Context: an optimization exercise on an open-source flow, tuned for small area, a short achievable clock period and few clock cycles. The choices shown serve that exercise and are no tape-out recipe. Where RTL was checked, it was by simulation tests only, not by an equivalence proof against the original.

## before
// jc1_lane
module jc1_lane (
    input  wire       clk,
    input  wire       rst,         
    input  wire       cmd_valid,
    output wire       cmd_ready,
    input  wire [2:0] cmd_op,
    input  wire [7:0] cmd_data,
    output reg        res_valid,
    output reg  [7:0] res_data
);
    localparam OP_RESET  = 3'd0;
    localparam OP_STEP   = 3'd1;
    localparam OP_XOR    = 3'd2;
    localparam OP_WARMUP = 3'd3;
    localparam OP_PEEK_S = 3'd4;
    localparam OP_PEEK_P = 3'd5;
    localparam OP_PEEK_Q = 3'd6;
    function [7:0] add8(input [7:0] a, input [7:0] b, input cin);
        reg [7:0] g, pr, g1, p1, g2, p2, g3;
        begin
            g  = a & b;
            pr = a ^ b;
            g1 = g  | (pr & {g[6:0], cin});
            p1 = pr & {pr[6:0], 1'b1};
            g2 = g1 | (p1 & {g1[5:0], {2{cin}}});
            p2 = p1 & {p1[5:0], 2'b11};
            g3 = g2 | (p2 & {g2[3:0], {4{cin}}});
            add8 = pr ^ {g3[6:0], cin};
        end
    endfunction
    reg  [2047:0] ring;                        
    wire [7:0]    r0   = ring[7:0];
    wire [7:0]    r253 = ring[2031:2024];
    wire [7:0]    r254 = ring[2039:2032];
    reg        rst_r;
    reg  [7:0] B;                              
    reg  [7:0] p;
    reg  [7:0] dq;                             
    reg        al;                             
    reg        swp;                            
    reg  [7:0] vn;                             
    reg        rdy;                            
    reg        ld;                             
    reg        s1v;
    reg  [2:0] s1op;
    reg        s1step;                         
    reg        s1peek;                         
    reg        s1warm;                         
    reg        s1rst;                          
    reg  [7:0] s1d;
    reg  [7:0] s1x;                            
    reg        s2step;
    assign cmd_ready = rdy;
    wire fire      = s1v & (~s1step | al);
    wire fire_step = fire & s1step;
    wire last      = ~s1warm | (s1x == 8'd255);
    wire done      = fire & last;
    wire clear     = rst_r | (fire & s1rst);
    wire [7:0] sv = r0;                        
    wire [7:0] t  = add8(sv, s1x, 1'b0);
    wire [7:0] cs_s = dq ^ sv ^ s1x;
  ...
Size: ~4000 cells after synthesis, roughly 57000 sq um of cells after synthesis.
==> flow/config.mk <==
export PLATFORM = sky130hd
export DESIGN_NAME = jc1_lane
export DESIGN_NICKNAME = jc1_lane
export VERILOG_FILES = /design/flow/design.v
export SDC_FILE = /design/flow/constraint.sdc
export NUM_CORES = 4
export LEC_CHECK = 0
export CAP_MARGIN = 20
export CORE_MARGIN = 2
export CORE_UTILIZATION = 50
export CTS_BUF_LIST = sky130_fd_sc_hd__clkbuf_16
export CTS_CLUSTER_DIAMETER = 60
export CTS_CLUSTER_SIZE = 30
export PLACE_DENSITY = 0.6
export SLEW_MARGIN = 20
export SYNTH_HIERARCHICAL = 1
export SYNTH_MINIMUM_KEEP_SIZE = 0
==> flow/constraint.sdc <==
create_clock -name core_clock -period 13.0 [get_ports {clk}]
set_input_delay 2.6000 -clock core_clock [delete_from_list [all_inputs] [get_ports {clk}]]
set_output_delay 2.6000 -clock core_clock [all_outputs]
set_load 0.01 [all_outputs]
standard.sh (not shown) runs the stock make flow with config.mk's settings and CLKGATE_MAP_FILE= SYNTH_SCRIPT=/design/flow/synth_recipe.tcl, a recipe that flattens the netlist after the stock synthesis.
==> flow/flow/run.sh <==
#!/bin/bash
# The standard layout, with the port buffers made of buf_4 cells instead of
# the delay buffers buffer_ports picks by default, and clock tree synthesis
# run with the standard settings but without dummy loads.  make's output goes
# to standard.log here; each ORFS step's log is under orfs/logs/.
set -euo pipefail
cd "$(dirname "${BASH_SOURCE[0]}")/.."
cts="-sink_clustering_enable -repair_clock_nets -sink_clustering_size 30"
cts="$cts -sink_clustering_max_diameter 60 -buf_list sky130_fd_sc_hd__clkbuf_16"
cts="$cts -dont_use_dummy_load"
bash standard.sh 'BUFFER_PORTS_ARGS=-buffer_cell sky130_fd_sc_hd__buf_4' \
  "CTS_ARGS=$cts" finish > standard.log 2>&1
### before -> after
--- a/flow/design.v
+++ b/flow/design.v
@@ -32,43 +32,40 @@
     wire [7:0]    r0   = ring[7:0];
     wire [7:0]    r253 = ring[2031:2024];
     wire [7:0]    r254 = ring[2039:2032];
     reg        rst_r;
     reg  [7:0] B;                              
     reg  [7:0] p;
-    reg  [7:0] dq;                             
+    reg  [7:0] dk;                             
     reg        al;                             
     reg        swp;                            
-    reg  [7:0] vn;                             
     reg        rdy;                            
     reg        ld;                             
     reg        s1v;
     reg  [2:0] s1op;
     reg        s1step;                         
     reg        s1peek;                         
     reg        s1warm;                         
     reg        s1rst;                          
     reg  [7:0] s1d;
-    reg  [7:0] s1x;                            
+    reg  [7:0] s1xm;                           
     reg        s2step;
     assign cmd_ready = rdy;
     wire fire      = s1v & (~s1step | al);
     wire fire_step = fire & s1step;
-    wire last      = ~s1warm | (s1x == 8'd255);
+    wire last      = ~s1warm | (s1xm == 8'd254);
     wire done      = fire & last;
     wire clear     = rst_r | (fire & s1rst);
     wire [7:0] sv = r0;                        
-    wire [7:0] t  = add8(sv, s1x, 1'b0);
-    wire [7:0] cs_s = dq ^ sv ^ s1x;
-    wire [7:0] cs_c = (dq & sv) | (dq & s1x) | (sv & s1x);
-    wire [7:0] cs_d = {cs_c[6:0], 1'b0};
-    wire [7:0] ks   = add8(cs_s, cs_d, 1'b0);
-    wire [7:0] ksm1 = add8(~(cs_s ^ cs_d), {(cs_s[6:0] | cs_d[6:0]), 1'b0}, 1'b0);
+    wire [7:0] t  = add8(sv, s1xm, 1'b1);
+    wire [7:0] cs_s = dk ^ sv ^ s1xm;
+    wire [7:0] cs_c = (dk & sv) | (dk & s1xm) | (sv & s1xm);
+    wire [7:0] ks   = add8(cs_s, {cs_c[6:0], 1'b0}, 1'b0);
     wire [7:0] kp   = add8(s1d, ~B, 1'b0);
     wire [7:0] k    = s1peek ? kp : ks;
-    wire [7:0] q_cur = dq + p + 8'd2;
+    wire [7:0] q_cur = add8(dk, p, 1'b1);
     wire       al_n  = clear | fire_step | (B == p);
     reg        s2resp;                         
     reg  [1:0] s2mode;                         
     reg  [7:0] s2x;
     reg  [7:0] s2tp;                           
     reg        s2fwd;                          
@@ -111,24 +108,25 @@
                 jc1_nor2  u8 (.a(o[4]), .b(o[5]), .y(m[2]));
                 jc1_a31oi u9 (.a1(m[0]), .a2(m[1]), .a3(m[2]), .b1(hin[gq]), .y(gsel[gq]));
             end
             assign sq[gb] = (gsel[0] | gsel[1]) | (gsel[2] | gsel[3]);
         end
     endgenerate
-    wire kv = ~swp | (s2k > vn);
+    wire [7:0] nb = ~B + 8'd1;
+    wire kv = ~swp | (s2k > nb);
     reg        s3step;
     reg        s3resp;
     reg  [1:0] s3mode;
     reg  [7:0] s3x;
     reg  [7:0] s3tp;
     reg        s3fwd;
     reg        s3kv;
     reg  [7:0] s3sq;
     wire [7:0] sqf = s3fwd ? r253 : (s3kv ? s3sq : 8'd0);
     wire [7:0] r   = add8(s3tp, sqf, 1'b0);
-    wire zero_in = clear | (swp & (vn != 8'd0));
+    wire zero_in = clear | (swp & (B != 8'd0));
     always @(posedge clk) begin
         ring[2023:8]    <= ring[2031:16];
         ring[2031:2024] <= s3step ? r : r254;
         ring[2039:2032] <= ring[2047:2040];
         ring[2047:2040] <= fire_step ? t : r0;
         ring[7:0]       <= zero_in ? 8'd0 : ring[15:8];
@@ -136,50 +134,47 @@
     wire new_step = (cmd_op == OP_STEP) | (cmd_op == OP_XOR) | (cmd_op == OP_WARMUP);
     always @(posedge clk) begin
         rst_r <= rst;
         if (clear) begin
             B   <= 8'd1;
             p   <= 8'd0;
-            dq  <= 8'd254;
+            dk  <= 8'd255;
             al  <= 1'b1;
             swp <= 1'b1;
-            vn  <= 8'd255;
         end else begin
             B   <= B + 8'd1;
             if (fire_step) begin
                 p  <= p + 8'd1;
-                dq <= ksm1;
+                dk <= ks;
             end
             al  <= al_n;
-            swp <= (vn != 8'd0);
-            if (vn != 8'd0)
-                vn <= vn - 8'd1;
+            swp <= swp & (B != 8'd0);
         end
         if (rst) begin
             s1v <= 1'b0;
             rdy <= 1'b1;
             ld  <= 1'b1;
         end else if (ld) begin
             s1v <= cmd_valid;
             rdy <= ~cmd_valid | ~new_step | ((cmd_op != OP_WARMUP) & al_n);
             ld  <= ~cmd_valid | ~new_step | ((cmd_op != OP_WARMUP) & al_n);
         end else begin
             s1v <= ~done;
-            rdy <= al_n & (~s1warm | ((s1x + {7'd0, fire}) == 8'd255));
-            ld  <= done | (al_n & (~s1warm | ((s1x + {7'd0, fire}) == 8'd255)));
+            rdy <= al_n & (~s1warm | ((s1xm + {7'd0, fire}) == 8'd254));
+            ld  <= done | (al_n & (~s1warm | ((s1xm + {7'd0, fire}) == 8'd254)));
         end
         if (ld) begin
             s1op   <= cmd_op;
             s1step <= new_step;
             s1peek <= (cmd_op == OP_PEEK_S);
             s1warm <= (cmd_op == OP_WARMUP);
             s1rst  <= (cmd_op == OP_RESET);
             s1d    <= cmd_data;
-            s1x    <= (cmd_op == OP_STEP) ? cmd_data : 8'd0;
+            s1xm   <= (cmd_op == OP_STEP) ? cmd_data - 8'd1 : 8'hff;
         end else if (fire) begin
-            s1x    <= s1x + 8'd1;
+            s1xm   <= s1xm + 8'd1;
         end
         s2step <= ~rst & fire_step;
         s2resp <= ~rst & done;
         s2tp   <= t + p + 8'd1;
         s2fwd  <= (k == 8'd254) & s2step;
         s2k    <= k;
Notes after the runs:
- Taking before as the reference point, the number of vias after detailed routing of after falls by 330.
- Row global-route usage: after higher / before lower
- Clock skew after layout in after is 16 ps below before.
- Row final worst slack: after lower / before higher
- Between after and before, the hold slack figures differ only marginally.
Testbench counts of after, summed over its fixed seeds: cycles 19,267.
The RTL of before was laid out without a check of its function.

port drivers added, routing unchanged:
The flow's constraints put no driver on any port. The routed layouts listed below were extracted and timed again, unchanged, in two steps. Step 1: set_driving_cell puts a clkbuf_16 on clk and a buf_2 on each other input, an assumption about the parent block. Step 2 moves the port delays by t, midway between the first and last clock arrival at a register: inputs arrive t later, outputs are due t later. That takes back most of the time a late clock gives input paths. a / b / c = no drivers / after step 1 / after step 2; a / b = the first two.
run | shift t [ns] | setup WS [ns] | worst setup path after step 2 | latest minus earliest clock arrival (ns)
before | 0.773 | 9.268 / 9.185 / 9.256 | input to register | 0.103 / 0.103
after | 0.779 | 9.255 / 9.177 / 8.771 | input to register | 0.104 / 0.104
After both steps every run listed still meets setup and hold. The setup slack of after, which loses most, moves by -0.078 ns with the drivers and by -0.484 ns with both steps.
